This design comes from an exercise in tuning for small area on the open sky130 flow, not from production work.
At most, simulation tests tie the RTL to the original design; equivalence was not proved.
Power is estimated from default activity; no workload was simulated.

==> run a: inputs <==
==> flow/design.v <==
module zec (
    input  wire        clk,
    input  wire        rst,
    input  wire        t_valid,
    input  wire [39:0] t_cmd,
    output wire        t_ready,
    output reg         t_rsp_valid,
    output wire [39:0] t_rsp,
    input  wire        h_valid,
    input  wire [39:0] h_cmd,
    output wire        h_ready,
    output reg         h_rsp_valid,
    output wire [39:0] h_rsp,
    output reg         hnote
);
    localparam [2:0] ST_OK        = 3'd0;
    localparam [2:0] ST_EMPTY     = 3'd1;
    localparam [2:0] ST_FULL      = 3'd2;
    localparam [2:0] ST_NOT_READY = 3'd3;
    localparam [2:0] ST_VMISMATCH = 3'd4;
    localparam [2:0] ST_BAD_ARG   = 3'd5;
    localparam [2:0] ST_ILLEGAL   = 3'd6;
    localparam [2:0] K_ZERO = 3'd0;
    localparam [2:0] K_BYTE = 3'd1;    
    localparam [2:0] K_CNT  = 3'd3;    
    localparam [2:0] K_SSR  = 3'd4;
    localparam [2:0] K_STAT = 3'd5;    
    localparam [2:0] K_DESC = 3'd6;    
    localparam [2:0] K_IDX  = 3'd7;    
    reg [1:0]   hs;
    reg [7:0]   seq;
    reg         nen, npend;
    reg [3:0]   rxh, rxt, txh, txt;
    reg [127:0] rxm, txm;            
    reg [7:0]   zrun;
    reg [7:0]   zk;                  
    reg         zload;               
    reg         esc;
    reg [31:0]  txc, rxc;
    reg         prio_t;
    reg [2:0]   r_st, r_kind;
    reg [4:0]   r_ptr;
    wire hs0  = (hs == 2'd0);
    wire fire = npend & nen & ~hs0;
    assign t_ready = ~rst & ~fire & ~(h_valid & ~prio_t);
    assign h_ready = ~rst & ~fire & ~(t_valid &  prio_t);
    wire gt = t_valid & t_ready;
    wire gh = h_valid & h_ready;
    wire [7:0] rd_rx = rxm[8*r_ptr[3:0] +: 8];
    wire [7:0] rd_tx = txm[8*r_ptr[3:0] +: 8];
    wire [7:0] rd    = r_ptr[4] ? rd_tx : rd_rx;
    wire       rd80  = (rd == 8'h80);
    wire [7:0] zeff = zload ? (rd80 ? 8'd0 : rd) : zk;
    wire       zpos = |zeff[7:1];
    wire [3:0] rxcnt    = rxh - rxt;
    wire [3:0] txcnt    = txh - txt;
    wire       rx_empty = (rxh == rxt);
    wire       tx_empty = (txh == txt);
    wire       rx_full  = (rxcnt == 4'd15);
    wire       rx_one   = (rxcnt == 4'd1);
    wire [3:0] rxt1     = rxt + 4'd1;
    wire [3:0] rxt2     = rxt + 4'd2;
    wire [15:0] rx80;
    genvar gi;
    generate
        for (gi = 0; gi < 16; gi = gi + 1) begin : g_rx80
            assign rx80[gi] = (rxm[8*gi +: 8] == 8'h80);
        end
    endgenerate
    wire t80 = rx80[rxt];
    wire [7:0] top  = t_cmd[39:32];
    wire       t_hi0 = ~|t_cmd[31:8];
    wire       t_lo0 = ~|t_cmd[7:0];
    wire [7:0] tb   = t_cmd[7:0];
    wire tS  = (top == 8'h01);
    wire tG  = (top == 8'h02);
    wire tP  = (top == 8'h03);
    wire tF  = (top == 8'h04);
    wire tU  = (top == 8'h05);
    wire tO  = (top == 8'h06);
    wire tN  = (top == 8'h07);
    wire tSg = (top == 8'h08);
    wire tR  = (top == 8'h09);
    wire tT  = (top == 8'h0A);
    wire t_legal = ((tS | tG | tF | tO | tSg | tR) & t_hi0 & t_lo0) |
                   ((tP | tU | tN | tT) & t_hi0);
    wire t_g1    = tG | tP | tF | tU | tO;
    wire t_ok    = t_legal & ~(t_g1 & hs0);
    wire [7:0] hop  = h_cmd[39:32];
    wire       h_hi0 = ~|h_cmd[31:8];
    wire       h_lo0 = ~|h_cmd[7:0];
    wire [7:0] hb   = h_cmd[7:0];
    wire hR  = (hop == 8'h81);
    wire hNg = (hop == 8'h82);
    wire hD  = (hop == 8'h83);
    wire hU  = (hop == 8'h84);
    wire hO  = (hop == 8'h85);
    wire hK  = (hop == 8'h86);
    wire hI  = (hop == 8'h87);
    wire hSg = (hop == 8'h88);
    wire h_legal = ((hR | hSg | hO) & h_hi0 & h_lo0) | hNg | hK |
                   ((hD | hU | hI) & h_hi0);
    wire h_ok    = h_legal & ~(hNg & hs0) & ~((hD | hU | hO) & ~hs[1]);
    wire [3:0] pk_head = h_cmd[9] ? txh : rxh;
    wire [3:0] pk_tail = h_cmd[9] ? txt : rxt;
    wire       pk_occ  = (h_cmd[3:0] - pk_tail) < (pk_head - pk_tail);
    wire eT = gt & t_ok;
    wire eH = gh & h_ok;
    wire z254 = (zrun == 8'd254);
    wire z128 = (zrun == 8'd128);
    wire znz  = |zrun;
    wire tb80 = (tb == 8'h80);
    wire absorb = tP & t_lo0 & ~z254;
    wire e255   = tP & t_lo0 &  z254;
    wire p2     = e255 | (~tU & znz & ~z128);
    wire p4     = ~tU & z128;
    wire x1     = tU | (tP & ~t_lo0 & ~tb80);
    wire x2     = tP & tb80;
    wire [2:0] elen = {p4, p2, 1'b0} + {1'b0, x2, x1};
    wire [7:0] zz   = {zrun[7:1], zrun[0] | e255};
    wire fit = ({1'b0, txcnt} + {2'b0, elen}) < 5'd16;
    wire [7:0] E0 = (p2 | p4) ? 8'h80 : tb;
    wire [7:0] E1 = p4 ? 8'h7F : p2 ? zz : 8'h80;
    wire [7:0] E2 = p2 ? tb : 8'h80;
    wire [7:0] E3 = p2 ? 8'h80 : 8'h01;
    wire [7:0] E4 = tb;
    wire [7:0] E5 = 8'h80;
    wire emit_cmd = (tP & ~absorb) | tF | (tU & ~t_lo0);
    wire tx_write = eT & emit_cmd & fit;
    wire rx_write = eH & hU & ~h_lo0 & ~rx_full;
    reg [2:0]  st, kind;
    reg [4:0]  ptr;
    reg        note;
    reg [1:0]  n_hs;
    reg        n_nen, n_npend, n_esc, n_zload;
    reg [7:0]  n_seq, n_zrun, n_zk;
    reg [3:0]  n_rxh, n_rxt, n_txh, n_txt;
    reg        inc_tx, inc_rx, clr;
    always @(*) begin
        st      = ST_OK;
        kind    = K_ZERO;
        ptr     = {1'b0, rxt};
        note    = 1'b0;
        n_hs    = hs;
        n_nen   = nen;
        n_npend = npend;
        n_esc   = esc;
        n_zload = 1'b0;
        n_seq   = seq;
        n_zrun  = zrun;
        n_zk    = zeff;
        n_rxh   = rxh;
        n_rxt   = rxt;
        n_txh   = txh;
        n_txt   = txt;
        inc_tx  = 1'b0;
        inc_rx  = 1'b0;
        clr     = 1'b0;
        if (fire) begin
            n_npend = 1'b0;
            n_seq   = seq + 8'd1;
        end else if (gt) begin
            if (!t_legal) begin
                st = ST_ILLEGAL;
            end else if (!t_ok) begin
                st = ST_NOT_READY;
            end else begin
                if (tS) begin
                    clr     = 1'b1;
                    n_rxh   = 4'd0;
                    n_rxt   = 4'd0;
                    n_txh   = 4'd0;
                    n_txt   = 4'd0;
                    n_zrun  = 8'd0;
                    n_zk    = 8'd0;
                    n_esc   = 1'b0;
                    n_npend = 1'b0;
                    n_seq   = 8'd0;
                    n_hs    = 2'd1;
                end
                if (tG) begin
                    if (zpos) begin
                        n_zk   = zeff - 8'd1;
                        inc_rx = 1'b1;
                    end else if (!esc) begin
                        if (rx_empty) begin
                            st = ST_EMPTY;
                        end else if (!t80) begin
                            kind   = K_BYTE;
                            ptr    = {1'b0, rxt};
                            n_rxt  = rxt1;
                            note   = 1'b1;
                            inc_rx = 1'b1;
                        end else if (rx_one) begin
                            st    = ST_EMPTY;
                            n_rxt = rxt1;
                            n_esc = 1'b1;
                            note  = 1'b1;
                        end else begin
                            kind    = K_CNT;
                            ptr     = {1'b0, rxt1};
                            n_rxt   = rxt2;
                            note    = 1'b1;
                            inc_rx  = 1'b1;
                            n_zload = 1'b1;
                        end
                    end else begin
                        if (rx_empty) begin
                            st = ST_EMPTY;
                        end else begin
                            kind    = K_CNT;
                            ptr     = {1'b0, rxt};
                            n_rxt   = rxt1;
                            note    = 1'b1;
                            n_esc   = 1'b0;
                            inc_rx  = 1'b1;
                            n_zload = 1'b1;
                        end
                    end
                end
                if (tP & absorb) begin
                    n_zrun = zrun + 8'd1;
                    inc_tx = 1'b1;
                end
                if (emit_cmd) begin
                    if (!fit) begin
                        st = ST_FULL;
                    end else begin
                        n_txh = txh + {1'b0, elen};
                        if (!tU)
                            n_zrun = 8'd0;
                        if (elen != 3'd0)
                            note = 1'b1;
                        if (tP)
                            inc_tx = 1'b1;
                    end
                end
                if (tU & t_lo0)
                    st = ST_BAD_ARG;
                if (tO) begin
                    if (rx_empty) begin
                        st = ST_EMPTY;
                    end else begin
                        kind  = K_BYTE;
                        ptr   = {1'b0, rxt};
                        n_rxt = rxt1;
                        note  = 1'b1;
                    end
                end
                if (tN) begin
                    if (!t_lo0)
                        st = ST_BAD_ARG;
                    else
                        n_nen = 1'b1;
                end
                if (tSg)
                    n_npend = 1'b1;
                if (tR)
                    kind = K_SSR;
                if (tT) begin
                    kind = K_STAT;
                    ptr  = {4'd0, tb[0]};
                    if (tb[7:1] != 7'd0)
                        st = ST_BAD_ARG;
                end
                if (note)
                    n_npend = 1'b1;
            end
        end else if (gh) begin
            if (!h_legal) begin
                st = ST_ILLEGAL;
            end else if (!h_ok) begin
                st = ST_NOT_READY;
            end else begin
                if (hR)
                    kind = K_SSR;
                if (hNg) begin
                    kind = K_SSR;
                    if (h_cmd[31:8] == 24'hBEEF01) begin
                        if (hs == 2'd1)
                            n_hs = 2'd2;
                    end else begin
                        n_hs = 2'd1;
                        st   = ST_VMISMATCH;
                    end
                end
                if (hD) begin
                    kind = K_DESC;
                    ptr  = {2'd0, hb[2:0]};
                    if (hb > 8'd4)
                        st = ST_BAD_ARG;
                end
                if (hU) begin
                    if (h_lo0) begin
                        st = ST_BAD_ARG;
                    end else begin
                        n_hs = 2'd3;
                        if (rx_full)
                            st = ST_FULL;
                        else
                            n_rxh = rxh + 4'd1;
                    end
                end
                if (hO) begin
                    n_hs = 2'd3;
                    if (tx_empty) begin
                        st = ST_EMPTY;
                    end else begin
                        kind  = K_BYTE;
                        ptr   = {1'b1, txt};
                        n_txt = txt + 4'd1;
                    end
                end
                if (hK) begin
                    kind = pk_occ ? K_BYTE : K_ZERO;
                    ptr  = {h_cmd[9], h_cmd[3:0]};
                    if (!((h_cmd[31:4] == 28'h2000010) || (h_cmd[31:4] == 28'h2000020)))
                        st = ST_BAD_ARG;
                end
                if (hI) begin
                    kind = K_IDX;
                    ptr  = {3'd0, hb[1:0]};
                    if (hb[7:2] != 6'd0)
                        st = ST_BAD_ARG;
                end
                if (hSg)
                    n_npend = 1'b1;
            end
        end
        if (st != ST_OK)
            kind = K_ZERO;
        if (st == ST_VMISMATCH)
            kind = K_SSR;
    end
    always @(posedge clk) begin
        if (rst) begin
            hs          <= 2'd0;
            seq         <= 8'd0;
            nen         <= 1'b0;
            npend       <= 1'b0;
            rxh         <= 4'd0;
            rxt         <= 4'd0;
            txh         <= 4'd0;
            txt         <= 4'd0;
            zrun        <= 8'd0;
            zk          <= 8'd0;
            zload       <= 1'b0;
            esc         <= 1'b0;
            txc         <= 32'd0;
            rxc         <= 32'd0;
            prio_t      <= 1'b1;
            t_rsp_valid <= 1'b0;
            h_rsp_valid <= 1'b0;
            hnote       <= 1'b0;
        end else begin
            hs          <= n_hs;
            seq         <= n_seq;
            nen         <= n_nen;
            npend       <= n_npend;
            rxh         <= n_rxh;
            rxt         <= n_rxt;
            txh         <= n_txh;
            txt         <= n_txt;
            zrun        <= n_zrun;
            zk          <= n_zk;
            zload       <= n_zload;
            esc         <= n_esc;
            if (clr)
                txc <= 32'd0;
            else if (inc_tx)
                txc <= txc + 32'd1;
            if (clr)
                rxc <= 32'd0;
            else if (inc_rx)
                rxc <= rxc + 32'd1;
            if (gt)
                prio_t <= 1'b0;
            else if (gh)
                prio_t <= 1'b1;
            t_rsp_valid <= gt;
            h_rsp_valid <= gh;
            hnote       <= fire;
        end
    end
    always @(posedge clk) begin
        r_st   <= st;
        r_kind <= kind;
        r_ptr  <= ptr;
    end
    generate
        for (gi = 0; gi < 16; gi = gi + 1) begin : g_slot
            wire [3:0] d = gi[3:0] - txh;
            always @(posedge clk) begin
                if (rx_write && rxh == gi[3:0])
                    rxm[8*gi +: 8] <= hb;
                if (tx_write && d < {1'b0, elen}) begin
                    case (d[2:0])
                        3'd0:    txm[8*gi +: 8] <= E0;
                        3'd1:    txm[8*gi +: 8] <= E1;
                        3'd2:    txm[8*gi +: 8] <= E2;
                        3'd3:    txm[8*gi +: 8] <= E3;
                        3'd4:    txm[8*gi +: 8] <= E4;
                        default: txm[8*gi +: 8] <= E5;
                    endcase
                end
            end
        end
    endgenerate
    reg [31:0] dat;
    always @(*) begin
        case (r_kind)
            K_BYTE: dat = {24'd0, rd};
            K_CNT:  dat = {24'd0, rd80, 7'd0};
            K_SSR:  dat = {hs0 ? 24'd0 : 24'hBEEF01, seq};
            K_STAT: dat = r_ptr[0] ? rxc : txc;
            K_DESC: begin
                case (r_ptr[2:0])
                    3'd0:    dat = 32'h2000_0100;
                    3'd1:    dat = 32'd16;
                    3'd2:    dat = 32'h2000_0200;
                    3'd3:    dat = 32'd16;
                    default: dat = 32'h0000_0001;
                endcase
            end
            K_IDX: begin
                case (r_ptr[1:0])
                    2'd0:    dat = {28'd0, rxh};
                    2'd1:    dat = {28'd0, rxt};
                    2'd2:    dat = {28'd0, txh};
                    default: dat = {28'd0, txt};
                endcase
            end
            default: dat = 32'd0;
        endcase
    end
    assign t_rsp = {5'd0, r_st, dat};
    assign h_rsp = {5'd0, r_st, dat};
endmodule
==> flow/flow/run.sh <==
#!/bin/bash
# Layout flow: the standard flow (standard synthesis unchanged), with
# smaller port buffers and a clock tree without dummy loads.
set -euo pipefail
export BUFFER_PORTS_ARGS="-buffer_cell sky130_fd_sc_hd__buf_1"
export CTS_ARGS="-sink_clustering_enable -repair_clock_nets -dont_use_dummy_load"
bash standard.sh finish > standard.log 2>&1
==> flow/standard.sh <==
#!/bin/bash
# synth_recipe.tcl (not shown) runs the flow's synth.tcl, then flattens the netlist and writes it again
# the make line also repeats each setting of config.mk as NAME=value (left out here)
make -C /OpenROAD-flow-scripts/flow DESIGN_CONFIG=/design/flow/config.mk WORK_HOME=/design/flow/orfs CLKGATE_MAP_FILE= SYNTH_SCRIPT=/design/flow/synth_recipe.tcl "${@:-finish}"
==> flow/config.mk <==
export PLATFORM = sky130hd
export DESIGN_NAME = zec
export DESIGN_NICKNAME = zec
export VERILOG_FILES = /design/flow/design.v
export SDC_FILE = /design/flow/constraint.sdc
export NUM_CORES = 4
export LEC_CHECK = 0
export CAP_MARGIN = 20
export CORE_MARGIN = 2
export CORE_UTILIZATION = 40
export SLEW_MARGIN = 20
==> flow/constraint.sdc <==
create_clock -name core_clock -period 13.0 [get_ports {clk}]
set_input_delay 2.6000 -clock core_clock [delete_from_list [all_inputs] [get_ports {clk}]]
set_output_delay 2.6000 -clock core_clock [all_outputs]
set_load 0.01 [all_outputs]
==> run b (differences from run a) <==
--- a/flow/design.v
+++ b/flow/design.v
@@ -388,20 +388,31 @@
         r_ptr  <= ptr;
     end
+    wire [7:0]  zz7f  = p4 ? 8'h7F : zz;
+    wire [7:0]  lane0 = txh[0] ? zz7f : tb;    
+    wire [7:0]  lane1 = txh[0] ? tb : zz7f;    
+    wire pz = ~(p2 | p4);
     generate
         for (gi = 0; gi < 16; gi = gi + 1) begin : g_slot
             wire [3:0] d = gi[3:0] - txh;
+            reg        sel, c01;
+            always @(*) begin
+                sel = 1'b0;
+                c01 = 1'b0;
+                case (d[2:0])
+                    3'd0: sel = pz;
+                    3'd1: sel = ~pz;
+                    3'd2: sel = p2;
+                    3'd3: c01 = p4;
+                    3'd4: sel = 1'b1;
+                    default: ;
+                endcase
+            end
+            wire [7:0] lane = (gi % 2) ? lane1 : lane0;
+            wire [7:0] wdat = sel ? lane : (c01 ? 8'h01 : 8'h80);
             always @(posedge clk) begin
                 if (rx_write && rxh == gi[3:0])
                     rxm[8*gi +: 8] <= hb;
-                if (tx_write && d < {1'b0, elen}) begin
-                    case (d[2:0])
-                        3'd0:    txm[8*gi +: 8] <= E0;
-                        3'd1:    txm[8*gi +: 8] <= E1;
-                        3'd2:    txm[8*gi +: 8] <= E2;
-                        3'd3:    txm[8*gi +: 8] <= E3;
-                        3'd4:    txm[8*gi +: 8] <= E4;
-                        default: txm[8*gi +: 8] <= E5;
-                    endcase
-                end
+                if (tx_write && d < {1'b0, elen})
+                    txm[8*gi +: 8] <= wdat;
             end
         end
==> flow/flow/run.sh (replaced) <==
#!/bin/bash
# Layout flow: the standard flow (standard synthesis unchanged), with
# smaller port buffers and a clock tree of smaller buffers without dummy loads.
set -euo pipefail
export BUFFER_PORTS_ARGS="-buffer_cell sky130_fd_sc_hd__buf_1"
export CTS_ARGS="-sink_clustering_enable -repair_clock_nets -dont_use_dummy_load -buf_list sky130_fd_sc_hd__clkbuf_4"
bash standard.sh finish > standard.log 2>&1
--- a/flow/config.mk
+++ b/flow/config.mk
@@ -8,4 +8,4 @@
 export CAP_MARGIN = 20
 export CORE_MARGIN = 2
-export CORE_UTILIZATION = 40
+export CORE_UTILIZATION = 60
 export SLEW_MARGIN = 20
==> run c (differences from run a) <==
--- a/flow/design.v
+++ b/flow/design.v
@@ -23,4 +23,5 @@
     localparam [2:0] K_ZERO = 3'd0;
     localparam [2:0] K_BYTE = 3'd1;    
+    localparam [2:0] K_PEEK = 3'd2;    
     localparam [2:0] K_CNT  = 3'd3;    
     localparam [2:0] K_SSR  = 3'd4;
@@ -102,7 +103,4 @@
                    ((hD | hU | hI) & h_hi0);
     wire h_ok    = h_legal & ~(hNg & hs0) & ~((hD | hU | hO) & ~hs[1]);
-    wire [3:0] pk_head = h_cmd[9] ? txh : rxh;
-    wire [3:0] pk_tail = h_cmd[9] ? txt : rxt;
-    wire       pk_occ  = (h_cmd[3:0] - pk_tail) < (pk_head - pk_tail);
     wire eT = gt & t_ok;
     wire eH = gh & h_ok;
@@ -313,5 +311,5 @@
                 end
                 if (hK) begin
-                    kind = pk_occ ? K_BYTE : K_ZERO;
+                    kind = K_PEEK;
                     ptr  = {h_cmd[9], h_cmd[3:0]};
                     if (!((h_cmd[31:4] == 28'h2000010) || (h_cmd[31:4] == 28'h2000020)))
@@ -407,8 +405,12 @@
         end
     endgenerate
+    wire [3:0] f_head = r_ptr[4] ? txh : rxh;
+    wire [3:0] f_tail = r_ptr[4] ? txt : rxt;
+    wire       occ    = (r_ptr[3:0] - f_tail) < (f_head - f_tail);
     reg [31:0] dat;
     always @(*) begin
         case (r_kind)
             K_BYTE: dat = {24'd0, rd};
+            K_PEEK: dat = {24'd0, occ ? rd : 8'd0};
             K_CNT:  dat = {24'd0, rd80, 7'd0};
             K_SSR:  dat = {hs0 ? 24'd0 : 24'hBEEF01, seq};
==> flow/run.sh (new file) <==
#!/bin/bash
# synth_recipe.tcl (not shown) runs the flow's synth.tcl, then flattens the netlist and writes it again
# the make line also repeats each setting of config.mk as NAME=value (left out here)
make -C /OpenROAD-flow-scripts/flow DESIGN_CONFIG=/design/flow/config.mk WORK_HOME=/design/flow/orfs CLKGATE_MAP_FILE= SYNTH_SCRIPT=/design/flow/synth_recipe.tcl finish
--- a/flow/config.mk
+++ b/flow/config.mk
@@ -9,3 +9,4 @@
 export CORE_MARGIN = 2
 export CORE_UTILIZATION = 40
+export CTS_BUF_LIST = sky130_fd_sc_hd__clkbuf_8
 export SLEW_MARGIN = 20
removed: flow/flow/run.sh
removed: flow/standard.sh
==> run d (differences from run a) <==
--- a/flow/design.v
+++ b/flow/design.v
@@ -23,4 +23,5 @@
     localparam [2:0] K_ZERO = 3'd0;
     localparam [2:0] K_BYTE = 3'd1;    
+    localparam [2:0] K_PEEK = 3'd2;    
     localparam [2:0] K_CNT  = 3'd3;    
     localparam [2:0] K_SSR  = 3'd4;
@@ -102,7 +103,4 @@
                    ((hD | hU | hI) & h_hi0);
     wire h_ok    = h_legal & ~(hNg & hs0) & ~((hD | hU | hO) & ~hs[1]);
-    wire [3:0] pk_head = h_cmd[9] ? txh : rxh;
-    wire [3:0] pk_tail = h_cmd[9] ? txt : rxt;
-    wire       pk_occ  = (h_cmd[3:0] - pk_tail) < (pk_head - pk_tail);
     wire eT = gt & t_ok;
     wire eH = gh & h_ok;
@@ -313,5 +311,5 @@
                 end
                 if (hK) begin
-                    kind = pk_occ ? K_BYTE : K_ZERO;
+                    kind = K_PEEK;
                     ptr  = {h_cmd[9], h_cmd[3:0]};
                     if (!((h_cmd[31:4] == 28'h2000010) || (h_cmd[31:4] == 28'h2000020)))
@@ -407,8 +405,12 @@
         end
     endgenerate
+    wire [3:0] f_head = r_ptr[4] ? txh : rxh;
+    wire [3:0] f_tail = r_ptr[4] ? txt : rxt;
+    wire       occ    = (r_ptr[3:0] - f_tail) < (f_head - f_tail);
     reg [31:0] dat;
     always @(*) begin
         case (r_kind)
             K_BYTE: dat = {24'd0, rd};
+            K_PEEK: dat = {24'd0, occ ? rd : 8'd0};
             K_CNT:  dat = {24'd0, rd80, 7'd0};
             K_SSR:  dat = {hs0 ? 24'd0 : 24'hBEEF01, seq};
==> flow/run.sh (new file) <==
#!/bin/bash
# synth_recipe.tcl (not shown) runs the flow's synth.tcl, then flattens the netlist and writes it again
# the make line also repeats each setting of config.mk as NAME=value (left out here)
make -C /OpenROAD-flow-scripts/flow DESIGN_CONFIG=/design/flow/config.mk WORK_HOME=/design/flow/orfs CLKGATE_MAP_FILE= SYNTH_SCRIPT=/design/flow/synth_recipe.tcl finish
removed: flow/flow/run.sh
removed: flow/standard.sh
==> comparison table <==
| quantity | run d | run a | run b | run c |
|---|---|---|---|---|
| Status | finished clean | finished clean | finished clean | finished clean |
| Number of cells in the finished layout apart from fillers | 2,921 | 2,923 | 2,647 | 2,962 |
| Sort of element at the end of the critical path | output port | register | output port | output port |
| Pin count of the biggest net entering global routing | 68 | 67 | 67 | 68 |
| Area-dominant class | multi-input combinational cells | multi-input combinational cells | sequential cells | multi-input combinational cells |
| Post-route total power | 2.62 mW | 2.40 mW | 2.27 mW | 2.50 mW |
| Crit path required time | 10,400 ps | 13,190 ps | 10,400 ps | 10,400 ps |
| Routed wire length on met2 | 33.5 mm | 33.2 mm | 30.2 mm | 33.7 mm |
| Capturing point of the worst reg2reg path | txc[27]$_SDFFE_PP0P_ | rxc[26]$_SDFFE_PP0P_ | rxc[29]$_SDFFE_PP0P_ | r_kind[1]$_SDFF_PP0_ |
| Initial Util | 40.5% | 40.6% | 60.4% | 40.5% |
| Non-clock inverter instance count of the final layout | 72 | 85 | 64 | 72 |
| Number of multi-input combinational cells | 1,506 | 1,521 | 1,446 | 1,506 |
| Portion of synthesized cell area occupied by the leading cell type | 35.2% | 35.0% | 36.0% | 35.2% |
| Mux share of post-synthesis cell area | 8.91% | 8.50% | 9.06% | 8.91% |
| Multi-input gate area in the final layout | 10,600 sq um | 10,600 sq um | 10,100 sq um | 10,600 sq um |
| Met2 track demand over resource in global routing | 40.2% | 40.0% | 54.9% | 40.4% |
| Most Frequent Cell on Critical Path | sky130_fd_sc_hd__inv_1 | sky130_fd_sc_hd__nand2_1 | sky130_fd_sc_hd__a221oi_1 | sky130_fd_sc_hd__inv_1 |
| Clock insertion delay at the later pin of the skew report | 570 ps | 580 ps | 830 ps | 630 ps |
| Crit path depth | 15 | 16 | 10 | 16 |
| Post-DP HPWL | 53.5 mm | 52.5 mm | 48.8 mm | 53.5 mm |
| H-tree level count | 2 | 2 | 3 | 3 |
| Post-synthesis xor/xnor area fraction | 2.77% | 2.27% | 2.18% | 2.77% |
No functional check of the RTL was part of run a.

-- port drivers added, routing unchanged --
The results above use ideal ports. As a check the final layouts listed here were re-extracted and re-timed, cells and wires unchanged. Step 1 sets driving cells, clkbuf_16 on the clock port and buf_2 on the other inputs (assumed; they add their load-dependent delay and slew). Step 2, shift: input delay + t, output delay - t, t = (earliest + latest rising clock arrival at the registers) / 2. This alone moves slack from input paths to output paths. Three values: ideal, step 1, step 2; two values: the first two.
| run | shift t [ns] | setup slack, ns | latest minus earliest clock arrival (ns) |
|---|---|---|---|
| run a | 0.615 | 5.681 / 5.644 / 5.097 | 0.045 / 0.045 |
| run b | 0.825 | 5.571 / 5.522 / 5.543 | 0.100 / 0.099 |
| run c | 0.671 | 4.916 / 4.863 / 4.787 | 0.029 / 0.029 |
| run d | 0.612 | 4.955 / 4.902 / 4.783 | 0.028 / 0.028 |
After both steps every run listed still meets setup and hold. For run a, which loses most, drivers alone change the setup slack by -0.037 ns; drivers and shift together by -0.584 ns.
